This is an optimization exercise on Yosys and OpenROAD, whose aim is small area, a short achievable clock period and few clock cycles per item, not a production implementation.
In this exercise RTL edits were held to simulation tests only and were not proved equivalent to the original.
Power and IR drop assume default switching activity.

== north ==
## si4464_rf_encoder
module si4464_rf_encoder #(
    parameter [31:0] FREQ_MIN_HZ    = 32'd400000000,
    parameter [31:0] FREQ_MAX_HZ    = 32'd406000000,
    parameter [31:0] BAND_MID_HZ    = 32'd403000000,
    parameter [7:0]  INT_LOW        = 8'd61,
    parameter [7:0]  INT_HIGH       = 8'd62,
    parameter [31:0] REF_DIVISOR_HZ = 32'd6500000,
    parameter [31:0] XTAL_FREQ_HZ   = 32'd26000000
) (
    input  wire        clk,
    input  wire        rst,         
    input  wire        in_valid,
    output wire        in_ready,
    input  wire [63:0] in_word,     
    input  wire [31:0] in_rb,       
    output reg         out_valid,
    input  wire        out_ready,
    output wire [3:0]  out_status,  
    output wire [2:0]  out_len,     
    output wire [39:0] out_data     
);
Size in the first run: roughly 810 cells after synthesis, roughly 150 I/O pins, roughly 0.010 mm² of cells after synthesis.
clock: 70.0 ns
lec_check: 0
cap_margin: 20
core_margin: 2
core_utilization: 40
place_density: 0.6
slew_margin: 20
synth_hierarchical: 1
standard.sh (not shown) runs the stock make flow with config.mk's settings and CLKGATE_MAP_FILE= SYNTH_SCRIPT=/design/flow/synth_recipe.tcl, a recipe that flattens the netlist after the stock synthesis.
==> flow/flow/run.sh <==
#!/bin/bash
# The standard layout (the standard.sh, all ORFS steps from synthesis to
# finish) with one change: the buffers that ORFS puts on every input and
# output port are the smallest buffer cell instead of clkdlybuf4s50_1.
set -euo pipefail
export BUFFER_PORTS_ARGS="-buffer_cell sky130_fd_sc_hd__buf_1"
bash standard.sh > standard.log 2>&1
Testbench counts of north, summed over its fixed seeds: cycles 16,016, items 16,000.
Edits applied to the flow inputs when going from north to south:
diff --git a/flow/design.v b/flow/design.v
--- a/flow/design.v
+++ b/flow/design.v
@@ -705,25 +705,23 @@
     si4464_fa u_r40 (.a(a40), .b(b40), .c(c40), .s(s40), .co(c41));
     wire s41, c42;
     si4464_fa u_r41 (.a(a41), .b(b41), .c(c41), .s(s41), .co(c42));
     wire s42, c43;
     si4464_fa u_r42 (.a(a42), .b(b42), .c(c42), .s(s42), .co(c43));
     wire s43, c44;
     si4464_fa u_r43 (.a(a43), .b(b43), .c(c43), .s(s43), .co(c44));
     wire s44 = a44 ^ b44 ^ c44;
     wire [24:0] sum = {s44, s43, s42, s41, s40, s39, s38, s37, s36, s35, s34, s33, s32, s31, s30, s29, s28, s27, s26, s25, s24, s23, s22, s21, s20};
-    wire        f_ok   = s1_freq && s1_band && !sum[24];
-    wire        f_bad  = s1_freq && !(s1_band && !sum[24]);
-    wire        ill    = !s1_freq && !s1_dr;
-    wire [23:0] val    = (f_ok || s1_dr) ? sum[23:0] : 24'd0;
-    wire [28:0] res    = {f_ok, s1_dr, f_bad, ill, !low, val};
-    reg [28:0] h, k;
-    reg        h_isf, h_isd;
+    wire        f_ok = s1_freq && s1_band && !sum[24];
+    wire [1:0]  res_kind = f_ok ? 2'd0 : s1_dr ? 2'd1 : s1_freq ? 2'd2 : 2'd3;
+    wire [26:0] res = {res_kind, !low, sum[23:0]};
+    reg [26:0] h, k;
+    reg        h_fok, h_nfok, h_dok, h_ndok, h_ok, h_fbad, h_ill;
     reg        k_valid, in_rdy;
     assign in_ready = in_rdy;
     wire take   = out_valid && out_ready;
     wire accept = in_valid && in_rdy;
     wire full   = out_valid && k_valid;
     wire move   = s1_valid && !full;        
     wire s1_en  = !(s1_valid && full);      
     wire h_en   = !out_valid || take;
     wire s1_valid_nx = s1_en ? accept : 1'b1;
@@ -746,42 +744,44 @@
         if (s1_en) begin
             s1_freq <= is_freq;
             s1_dr   <= is_dr;
             s1_band <= in_band;
             s1_x    <= freq_hz[21:0];
             s1_f27  <= freq_hz[27];
             s1_adj  <= adj_in;
         end
     end
-    wire [28:0] h_src = k_valid ? k : res;
+    wire [26:0] h_src  = k_valid ? k : res;
+    wire [1:0]  h_kind = h_src[26:25];
     always @(posedge clk) begin
         if (!k_valid) k <= res;
         if (h_en) begin
-            h     <= h_src;
-            h_isf <= h_src[28] || h_src[26];    
-            h_isd <= h_src[27] || h_src[25];    
+            h      <= h_src;
+            h_fok  <= (h_kind == 2'd0);
+            h_nfok <= (h_kind != 2'd0);
+            h_dok  <= (h_kind == 2'd1);
+            h_ndok <= (h_kind != 2'd1);
+            h_ok   <= !h_kind[1];
+            h_fbad <= (h_kind == 2'd2);
+            h_ill  <= (h_kind == 2'd3);
         end
     end
-    wire        r_fok  = h[28];
-    wire        r_dok  = h[27];
-    wire        r_fbad = h[26];
-    wire        r_ill  = h[25];
     wire        r_nhi  = h[24];
-    wire [23:0] v      = h[23:0];       
-    assign out_status = {r_ill, r_ill, r_fbad, r_fbad || r_ill};
-    assign out_len    = {r_fok, r_dok, r_fok || r_dok};
-    assign out_data[39:32] = {1'b0, r_dok && v[21], r_fok || (r_dok && v[20]),
-                              r_fok || (r_dok && v[19]), r_fok || (r_dok && v[18]),
-                              r_fok || (r_dok && v[17]), r_dok && v[16],
-                              (r_fok && r_nhi) || (r_dok && v[15])};
-    assign out_data[31:24] = r_dok ? v[14:7] : 8'd0;
-    assign out_data[23:16] = (r_fok ? v[23:16] : 8'd0) | (h_isd ? {v[6:0], 1'b0} : 8'd0);
-    assign out_data[15:0]  = h_isf ? v[15:0] : 16'd0;
+    wire [23:0] v      = h[23:0];
+    assign out_status = {h_ill, h_ill, h_fbad, !h_ok};
+    assign out_len    = {h_fok, h_dok, h_ok};
+    assign out_data[39:32] = {1'b0, h_dok && v[21], h_fok || (h_dok && v[20]),
+                              h_fok || (h_dok && v[19]), h_fok || (h_dok && v[18]),
+                              h_fok || (h_dok && v[17]), h_dok && v[16],
+                              (h_fok && r_nhi) || (h_dok && v[15])};
+    assign out_data[31:24] = h_dok ? v[14:7] : 8'd0;
+    assign out_data[23:16] = (h_fok ? v[23:16] : 8'd0) | (!h_ndok ? {v[6:0], 1'b0} : 8'd0);
+    assign out_data[15:0]  = !h_nfok ? v[15:0] : 16'd0;
 endmodule
 module si4464_fa (input wire a, input wire b, input wire c,
                   output wire s, output wire co);
     assign s  = a ^ b ^ c;
     assign co = (a & b) | (a & c) | (b & c);
 endmodule
 module si4464_ha (input wire a, input wire b, output wire s, output wire co);
     assign s  = a ^ b;
     assign co = a & b;
Results
Summary of south over north: sequential group share of total power went up 4.4 points; number of pins with negative max-slew slack in the final report held.
Area after synthesis improves in south relative to north.
south: adder-cell area share of the yosys netlist 0.36 points above north
Logic depth of the worst setup path including buffers, south and north: smaller value in north
Between north and south, the die height does not differ in any meaningful way.
Going from north to south, the die area was shrunk.
Looking at south and north, the share of the core filled with cells in the final layout is a wash.
Testbench counts of south, summed over its fixed seeds: cycles 16,016, items 16,000.

## static timing again, ports no longer ideal
The results above use ideal ports. As a check the final layouts listed here were re-extracted and re-timed, cells and wires unchanged.
Step 1 sets driving cells, clkbuf_16 on the clock port and buf_2 on the other inputs (assumed; they add their load-dependent delay and slew).
Step 2 moves the port delays by t, midway between the first and last clock arrival at a register: inputs arrive t later, outputs are due t later. That takes back most of the time a late clock gives input paths.
Slacks: ideal ports / drivers / drivers and shift; pairs: ideal ports / drivers.
run	t, ns	setup slack, ns	slew at the worst register clock pin (ns)	worst data-port slew with drivers (ns)
north	0.442	54.526 / 54.490 / 54.516	0.06 / 0.06	0.05
south	0.448	54.506 / 54.525 / 54.078	0.06 / 0.06	0.04
After both steps every run listed still meets setup and hold. For south, which loses most, drivers alone change the setup slack by +0.019 ns; drivers and shift together by -0.428 ns.
